Background: an optimization exercise with open tools, aiming at small area, a short achievable clock period and few clock cycles. Do not read the settings as production practice.
RTL that was checked went through simulation tests only; none was proved equivalent to the original.
Power is estimated from default activity; no workload was simulated.

// bl_engine
module bl_engine (
  input  wire        clk,
  input  wire        rst,
  input  wire        rx_valid,
  input  wire [7:0]  rx_data,
  input  wire        rx_err,
  output wire        rx_ready,
  output wire        tx_valid,
  output wire [7:0]  tx_data,
  input  wire        tx_ready,
  output wire        op_valid,
  output wire [3:0]  op_cmd,
  output wire [31:0] op_addr,
  output wire [15:0] op_wdata,
  input  wire        op_ready,
  input  wire        op_ok,
  input  wire [31:0] op_rdata,
  input  wire        rdp_level,
  output wire        exited
);
  localparam [7:0] ACK  = 8'hCD;
  localparam [7:0] NACK = 8'hAB;
  localparam [3:0] OP_FLASH_UNLOCK = 4'd0;
  localparam [3:0] OP_FLASH_LOCK   = 4'd1;
  localparam [3:0] OP_OPT_UNLOCK   = 4'd2;
  localparam [3:0] OP_OPT_LOCK     = 4'd3;
  localparam [3:0] OP_PAGE_ERASE   = 4'd4;
  localparam [3:0] OP_MASS_ERASE   = 4'd5;
  localparam [3:0] OP_PROG_HALF    = 4'd6;
  localparam [3:0] OP_OPT_PROG_RDP = 4'd7;
  localparam [3:0] OP_OPT_LAUNCH   = 4'd8;
  localparam [3:0] OP_MEM_READ     = 4'd9;
  localparam [3:0] OP_SET_MSP      = 4'd10;
  localparam [3:0] OP_DEINIT       = 4'd11;
  localparam [3:0] OP_CALL         = 4'd12;
  localparam integer RL = 89;    
  localparam integer FB = 5;     
  function [31:0] crc_byte;
    input [31:0] c;
    input [7:0]  b;
    integer i;
    reg [31:0] x;
    begin
      x = c ^ {24'd0, b};
      for (i = 0; i < 32; i = i + 1)
        x = x[31] ? ((x << 1) ^ 32'h04C1_1DB7) : (x << 1);
      crc_byte = x;
    end
  endfunction
  function [6:0] inc7;
    input [6:0] x;
    integer k;
    reg c;
    begin
      c = 1'b1;
      for (k = 0; k < 7; k = k + 1) begin
        inc7[k] = x[k] ^ c;
        c = c & x[k];
      end
    end
  endfunction
  function [6:0] dec7;
    input [6:0] x;
    integer k;
    reg b;
    begin
      b = 1'b1;
      for (k = 0; k < 7; k = k + 1) begin
        dec7[k] = x[k] ^ b;
        b = b & !x[k];
      end
    end
  endfunction
  reg        rdy;         
  reg        rxon;        
  reg        first_q;     
  reg        last_q;      
  reg [7:0]  cnt;         
  reg [2:0]  hp;          
  reg        par;         
  reg        bv;
  reg [7:0]  bd;
  reg        b_first, b_op, b_addr, b_len, b_dat, b_odd, b_trl, b_last, b_err;
  reg [31:0] crc;
  reg        m;           
  reg [7:0]  nq;          
  reg [7:0]  len_q;       
  ...
Size: ~3,500 cells after synthesis, about 1,700 flip-flops, ~110 I/O pins, roughly 47,000 um2 of cells after synthesis.
Settings: LEC_CHECK=0, CAP_MARGIN=20, CORE_MARGIN=2, CORE_UTILIZATION=40, PLACE_DENSITY=0.6, SLEW_MARGIN=20; clock period 10.0 ns.
standard.sh (not shown) runs the stock make flow with config.mk's settings and CLKGATE_MAP_FILE= SYNTH_SCRIPT=/design/flow/synth_recipe.tcl, a recipe that flattens the netlist after the stock synthesis.
==> flow/flow/run.sh <==
#!/bin/bash
# The standard layout, with buf_2 port buffers, timing repair aimed at a
# tighter setup target and CTS without dummy loads; each ORFS step logs under
# orfs/logs/, the make output goes to standard.log.
cd "$(dirname "$0")/.."
bash standard.sh BUFFER_PORTS_ARGS="-buffer_cell sky130_fd_sc_hd__buf_2" SETUP_SLACK_MARGIN=6.8 \
  CTS_ARGS="-sink_clustering_enable -repair_clock_nets -dont_use_dummy_load -sink_clustering_size 30 -sink_clustering_max_diameter 100" finish > standard.log 2>&1
Testbench counts at the start, summed over its fixed seeds: cycles 52,366.
Next try:
--- a/flow/flow/run.sh
+++ b/flow/flow/run.sh
@@ -6,2 +6,2 @@
 bash standard.sh BUFFER_PORTS_ARGS="-buffer_cell sky130_fd_sc_hd__buf_2" SETUP_SLACK_MARGIN=6.8 \
-  CTS_ARGS="-sink_clustering_enable -repair_clock_nets -dont_use_dummy_load -sink_clustering_size 30 -sink_clustering_max_diameter 100" finish > standard.log 2>&1
+  CTS_ARGS="-sink_clustering_enable -repair_clock_nets -dont_use_dummy_load" finish > standard.log 2>&1
CORE_UTILIZATION = 60   (was 40)
PLACE_DENSITY = 0.75   (was 0.6)
What happened:
- setup slack gets worse by 0.056 ns
- final area goes up by 3.3%
- utilization goes up by 24 points
- critical path depth goes up by 4
- sequential share of layout area goes down by 2.2 points
- die area goes down by 33%
- first-iteration DRC count goes up by 26%
- clock power goes up by 54%
- via count goes up by 4.7%
- worst hold slack is about the same
Next try:
CORE_UTILIZATION = 40   (was 60)
PLACE_DENSITY = 0.6   (was 0.75)
The new run finished with timing, DRC and antenna clean.
Combinational power stays flat.
Non-clock buffer count rises by 4.
Wire length is about the same.
Total power increases slightly.
Setup slack is better by 0.063 ns.


Another version of the RTL of bl_engine (not shown whole).
For scale: about 110 I/O pins, roughly 46000 µm² of cells after synthesis.
==> flow/config.mk <==
export PLATFORM = sky130hd
export DESIGN_NAME = bl_engine
export DESIGN_NICKNAME = bl_engine
export VERILOG_FILES = /design/flow/design.v
export SDC_FILE = /design/flow/constraint.sdc
export NUM_CORES = 4
export LEC_CHECK = 0
export CAP_MARGIN = 20
export CORE_MARGIN = 2
export CORE_UTILIZATION = 35
export PLACE_DENSITY = 0.55
export SLEW_MARGIN = 20
==> flow/constraint.sdc <==
create_clock -name core_clock -period 10.0 [get_ports {clk}]
set_input_delay 2.0000 -clock core_clock [delete_from_list [all_inputs] [get_ports {clk}]]
set_output_delay 2.0000 -clock core_clock [all_outputs]
set_load 0.01 [all_outputs]
==> flow/flow/run.sh <==
#!/bin/bash
# The standard layout, with buf_2 port buffers, timing repair aimed at a
# tighter setup target and CTS without dummy loads and with larger sink
# clusters; each ORFS step logs under
# orfs/logs/, the make output goes to standard.log.
cd "$(dirname "$0")/.."
bash standard.sh BUFFER_PORTS_ARGS="-buffer_cell sky130_fd_sc_hd__buf_2" SETUP_SLACK_MARGIN=7.0 \
  CTS_ARGS="-sink_clustering_enable -repair_clock_nets -dont_use_dummy_load -sink_clustering_size 24 -sink_clustering_max_diameter 80" finish > standard.log 2>&1
The baseline finished clean.
Testbench counts at the start, summed over its fixed seeds: cycles 52,366.
Then changed:
--- a/flow/config.mk
+++ b/flow/config.mk
@@ -9,4 +9,5 @@
 export CORE_MARGIN = 2
-export CORE_UTILIZATION = 35
-export PLACE_DENSITY = 0.55
+export CORE_UTILIZATION = 40
+export PLACE_DENSITY = 0.6
 export SLEW_MARGIN = 20
+export TNS_END_PERCENT = 20
After rerunning:
- The new run passed the timing, DRC and antenna checks
- register-to-register slack gets worse by 220 ps
- via count came out lower by 0.90%
- cell count came out lower by 4.9%
- critical path depth stays the same
- non-clock buffer count came out lower by 30
- sequential share of layout area came out higher by 1.1 points
- combinational power came out lower by about 2%
- worst setup slack gets better by 12 ps
- hold slack gets worse by 20 ps
Then changed:
--- a/flow/flow/run.sh
+++ b/flow/flow/run.sh
@@ -7,2 +7,2 @@
 bash standard.sh BUFFER_PORTS_ARGS="-buffer_cell sky130_fd_sc_hd__buf_2" SETUP_SLACK_MARGIN=7.0 \
-  CTS_ARGS="-sink_clustering_enable -repair_clock_nets -dont_use_dummy_load -sink_clustering_size 24 -sink_clustering_max_diameter 80" finish > standard.log 2>&1
+  CTS_ARGS="-sink_clustering_enable -repair_clock_nets -dont_use_dummy_load -sink_clustering_size 27 -sink_clustering_max_diameter 90" finish > standard.log 2>&1
--- a/flow/config.mk
+++ b/flow/config.mk
@@ -12,2 +12 @@
 export SLEW_MARGIN = 20
-export TNS_END_PERCENT = 20
=> Wire length goes up by 1.8%. Via count grows by 0.84%. Synthesized area does not change. Worst setup slack gains 44 ps. Combinational power stays flat. Maximum frequency rises by 1.4%. Utilization rose by 0.23 points.
Then changed:
--- a/flow/flow/run.sh
+++ b/flow/flow/run.sh
@@ -7,2 +7,2 @@
 bash standard.sh BUFFER_PORTS_ARGS="-buffer_cell sky130_fd_sc_hd__buf_2" SETUP_SLACK_MARGIN=7.0 \
-  CTS_ARGS="-sink_clustering_enable -repair_clock_nets -dont_use_dummy_load -sink_clustering_size 27 -sink_clustering_max_diameter 90" finish > standard.log 2>&1
+  CTS_ARGS="-sink_clustering_enable -repair_clock_nets -dont_use_dummy_load -sink_clustering_size 24 -sink_clustering_max_diameter 80" finish > standard.log 2>&1
What happened: The new run produced a clean layout; first-iteration DRC count came out higher by a few percent; wire length barely changes; final area increases slightly; utilization came out higher by 0.18 points.


## run K
bl_engine, a different RTL version from the one above (not shown whole).
For scale: roughly 3,400 cells after synthesis, ~1,700 flip-flops, about 0.047 mm² of cells after synthesis.
==> flow/config.mk <==
export PLATFORM = sky130hd
export DESIGN_NAME = bl_engine
export DESIGN_NICKNAME = bl_engine
export VERILOG_FILES = /design/flow/design.v
export SDC_FILE = /design/flow/constraint.sdc
export NUM_CORES = 4
export LEC_CHECK = 0
export CAP_MARGIN = 20
export CORE_MARGIN = 2
export CORE_UTILIZATION = 40
export PLACE_DENSITY = 0.6
export SLEW_MARGIN = 20
==> flow/constraint.sdc <==
create_clock -name core_clock -period 10.0 [get_ports {clk}]
set_input_delay 2.0000 -clock core_clock [delete_from_list [all_inputs] [get_ports {clk}]]
set_output_delay 2.0000 -clock core_clock [all_outputs]
set_load 0.01 [all_outputs]
==> flow/flow/run.sh <==
#!/bin/bash
# The standard layout, with buf_2 port buffers, timing repair aimed at a
# tighter setup target and CTS without dummy loads; each ORFS step logs under
# orfs/logs/, the make output goes to standard.log.
cd "$(dirname "$0")/.."
bash standard.sh BUFFER_PORTS_ARGS="-buffer_cell sky130_fd_sc_hd__buf_2" SETUP_SLACK_MARGIN=6.8 \
  CTS_ARGS="-sink_clustering_enable -repair_clock_nets -dont_use_dummy_load" finish > standard.log 2>&1
Run K was carried through to the last stage, and its layout satisfied the timing, DRC and antenna checks.
diff inputs: run K => run Y
==> flow/flow/run.sh <==
#!/bin/bash
# The standard layout, with buf_2 port buffers and timing repair aimed
# at a tighter setup target; each ORFS step logs under orfs/logs/.
cd "$(dirname "$0")/.."
bash standard.sh BUFFER_PORTS_ARGS="-buffer_cell sky130_fd_sc_hd__buf_2" SETUP_SLACK_MARGIN=6.8 finish > standard.log 2>&1
==> comparison <==
- Summary of run Y over run K: total half-perimeter wirelength after legalization and detailed placement essentially unchanged, fraction of final layout cells sized beyond drive strength 1 increased 2.1 points, global-route usage saw an increase.
No functional check of the RTL was part of any run of this note.


bl_engine, a different RTL version from the one above (not shown whole).
Size: about 3300 cells after synthesis, roughly 1700 flip-flops, about 47000 um2 of cells after synthesis.
clock: 10.0 ns
lec_check: 0
cap_margin: 20
core_margin: 2
core_utilization: 40
place_density: 0.6
slew_margin: 20
==> flow/flow/run.sh <==
#!/bin/bash
# The standard layout, with buf_2 port buffers, timing repair aimed at a
# tighter setup target and CTS without dummy loads; each ORFS step logs under
# orfs/logs/, the make output goes to standard.log.
cd "$(dirname "$0")/.."
bash standard.sh BUFFER_PORTS_ARGS="-buffer_cell sky130_fd_sc_hd__buf_2" SETUP_SLACK_MARGIN=6.8 \
  CTS_ARGS="-sink_clustering_enable -repair_clock_nets -dont_use_dummy_load" finish > standard.log 2>&1
The first run passed the timing, DRC and antenna checks.
Testbench counts at the start, summed over its fixed seeds: cycles 52,366.
Change:
==> flow/flow/run.sh (replaced) <==
#!/bin/bash
# The standard layout, with buf_2 port buffers, timing repair aimed at a
# tighter setup target and CTS without dummy loads and with larger sink
# clusters; each ORFS step logs under
# orfs/logs/, the make output goes to standard.log.
cd "$(dirname "$0")/.."
bash standard.sh BUFFER_PORTS_ARGS="-buffer_cell sky130_fd_sc_hd__buf_2" SETUP_SLACK_MARGIN=7.0 \
  CTS_ARGS="-sink_clustering_enable -repair_clock_nets -dont_use_dummy_load -sink_clustering_size 24 -sink_clustering_max_diameter 80" finish > standard.log 2>&1
Effect: The new run produced a clean layout. Non-clock buffer count climbs by 1. Die area is unchanged. Register-to-register slack improved by 270 ps. Power shrinks by about 11%.
Change:
--- a/flow/config.mk
+++ b/flow/config.mk
@@ -8,5 +8,5 @@
 export CAP_MARGIN = 20
 export CORE_MARGIN = 2
-export CORE_UTILIZATION = 40
-export PLACE_DENSITY = 0.6
+export CORE_UTILIZATION = 50
+export PLACE_DENSITY = 0.65
 export SLEW_MARGIN = 20
First-iteration DRC count increases by 15%. Sequential cell count stays the same. Clock-buffer cell count goes up by 2. Critical path depth does not change.
Change:
==> flow/flow/run.sh (replaced) <==
#!/bin/bash
# The standard layout, with buf_2 port buffers, timing repair aimed at a
# tighter setup target and CTS without dummy loads; each ORFS step logs under
# orfs/logs/, the make output goes to standard.log.
cd "$(dirname "$0")/.."
bash standard.sh BUFFER_PORTS_ARGS="-buffer_cell sky130_fd_sc_hd__buf_2" SETUP_SLACK_MARGIN=6.8 \
  CTS_ARGS="-sink_clustering_enable -repair_clock_nets -dont_use_dummy_load -sink_clustering_size 24 -sink_clustering_max_diameter 80" finish > standard.log 2>&1
--- a/flow/config.mk
+++ b/flow/config.mk
@@ -8,5 +8,5 @@
 export CAP_MARGIN = 20
 export CORE_MARGIN = 2
-export CORE_UTILIZATION = 50
-export PLACE_DENSITY = 0.65
+export CORE_UTILIZATION = 40
+export PLACE_DENSITY = 0.6
 export SLEW_MARGIN = 20
Result: Die area is higher by 25%; core utilization is lower by 11 points; global-route usage is lower by 3.3 points; setup slack gets worse by 14 ps; non-clock buffer count is lower by 17; routed wire length is higher by 3.2%.


run A:
Starting RTL as in the previous note.
clock: 10.0 ns
lec_check: 0
cap_margin: 20
core_margin: 2
core_utilization: 40
place_density: 0.6
slew_margin: 20
tns_end_percent: 20
==> flow/flow/run.sh <==
#!/bin/bash
# The standard layout, with buf_2 port buffers, timing repair aimed at a
# tighter setup target and CTS without dummy loads and with larger sink
# clusters; each ORFS step logs under
# orfs/logs/, the make output goes to standard.log.
cd "$(dirname "$0")/.."
bash standard.sh BUFFER_PORTS_ARGS="-buffer_cell sky130_fd_sc_hd__buf_2" SETUP_SLACK_MARGIN=7.0 \
  CTS_ARGS="-sink_clustering_enable -repair_clock_nets -dont_use_dummy_load -sink_clustering_size 24 -sink_clustering_max_diameter 80" finish > standard.log 2>&1
Run A was carried through to the last stage, and its layout satisfied the timing, DRC and antenna checks.
Testbench counts of run A, summed over its fixed seeds: cycles 52,366.
[inputs] run B vs run A
Settings: removing TNS_END_PERCENT (formerly 20).
--- a/flow/flow/run.sh
+++ b/flow/flow/run.sh
@@ -2,4 +2,3 @@
 # The standard layout, with buf_2 port buffers, timing repair aimed at a
-# tighter setup target and CTS without dummy loads and with larger sink
-# clusters; each ORFS step logs under
+# tighter setup target and CTS without dummy loads; each ORFS step logs under
 # orfs/logs/, the make output goes to standard.log.
Notes after the runs:
Across both runs, flip-flop and latch share of the layout cell area was lower for run B than for run A.
Run B vs run A, clock skew went down by 0.052 ns.
The final cell area excluding filler cells reported for run B is greater than that of run A by 290 µm².
Lower register-to-register slack among run A and run B: run A
In run B, fraction of area in clock buffers and inverters is lower than in run A.
On via density per instance, run B tracks run A almost exactly.
The leakage power number comes out higher for run B vs run A.
Total power: run A vs run B — no meaningful difference
For the relative contribution of the clock network to total power, run B came in 0.3 points lower than run A did.
The following lists how run C was set up differently from run B:
--- a/flow/flow/run.sh
+++ b/flow/flow/run.sh
@@ -5,3 +5,3 @@
 cd "$(dirname "$0")/.."
-bash standard.sh BUFFER_PORTS_ARGS="-buffer_cell sky130_fd_sc_hd__buf_2" SETUP_SLACK_MARGIN=7.0 \
+bash standard.sh BUFFER_PORTS_ARGS="-buffer_cell sky130_fd_sc_hd__buf_2" SETUP_SLACK_MARGIN=7.3 \
   CTS_ARGS="-sink_clustering_enable -repair_clock_nets -dont_use_dummy_load -sink_clustering_size 24 -sink_clustering_max_diameter 80" finish > standard.log 2>&1
Results
- Run B ended with every stage complete and zero timing, DRC or antenna violations.
- Run C finished end to end and its layout was clean on timing, DRC and antenna.
- Going from run B to run C, global placement routability congestion grew by a few percent.
- Changes observed in run C relative to run B: via count of the first global-routing pass saw little to no change; sequential share of cell area saw a decrease; clock transition at the registers of the reported paths saw little to no change.

-- port drivers added, routing unchanged --
In the flow no input, the clock included, has a driving cell. The finished layouts below were timed again as built, in two steps. Step 1 assumes that a clkbuf_16 drives the clock port and a buf_2 every other input. Step 2 adds t to the input delays and takes it off the output delays; t is the mean of the earliest and latest rising clock arrival at the registers after step 1. Input paths then give back, and output paths get back, about the clock's delay inside the block. a / b / c = ideal / step 1 / step 2; a / b = the first two.
run	t, ns	slack for setup (ns)	worst hold slack (ns)	worst setup path at the end
the first run of note 1	0.707	6.781 / 6.765 / 6.102	0.284 / 0.284 / 0.284	input to register
the second run of note 1	0.764	6.725 / 6.694 / 5.929	0.283 / 0.283 / 0.283	input to register
the third run of note 1	0.778	6.788 / 6.721 / 6.052	0.277 / 0.277 / 0.277	input to register
the first run of note 2	0.699	6.773 / 6.707 / 6.301	0.290 / 0.290 / 0.290	input to register
the second run of note 2	0.701	6.784 / 6.718 / 6.171	0.270 / 0.270 / 0.270	input to register
the third run of note 2	0.690	6.829 / 6.764 / 6.301	0.269 / 0.269 / 0.269	input to register
the fourth run of note 2	0.698	6.803 / 6.739 / 6.301	0.273 / 0.273 / 0.273	input to register
run K	0.785	6.753 / 6.685 / 6.088	0.263 / 0.263 / 0.263	input to register
run Y	0.803	6.719 / 6.651 / 6.101	0.304 / 0.304 / 0.304	input to register
the first run of note 4	0.765	6.806 / 6.735 / 6.147	0.289 / 0.289 / 0.289	input to register
the second run of note 4	0.709	6.845 / 6.774 / 6.352	0.292 / 0.292 / 0.292	input to register
the third run of note 4	0.677	6.801 / 6.743 / 6.362	0.268 / 0.268 / 0.268	input to register
the fourth run of note 4	0.713	6.787 / 6.713 / 6.161	0.289 / 0.289 / 0.289	input to register
run A	0.689	6.809 / 6.740 / 6.193	0.264 / 0.264 / 0.264	input to register
run B	0.709	6.845 / 6.774 / 6.352	0.292 / 0.292 / 0.292	input to register
run C	0.695	6.790 / 6.718 / 6.370	0.279 / 0.279 / 0.279	input to register
After both steps setup and hold are still met in every run listed. The setup slack of the second run of note 1, which loses most, moves by -0.031 ns with the drivers and by -0.796 ns with both steps.
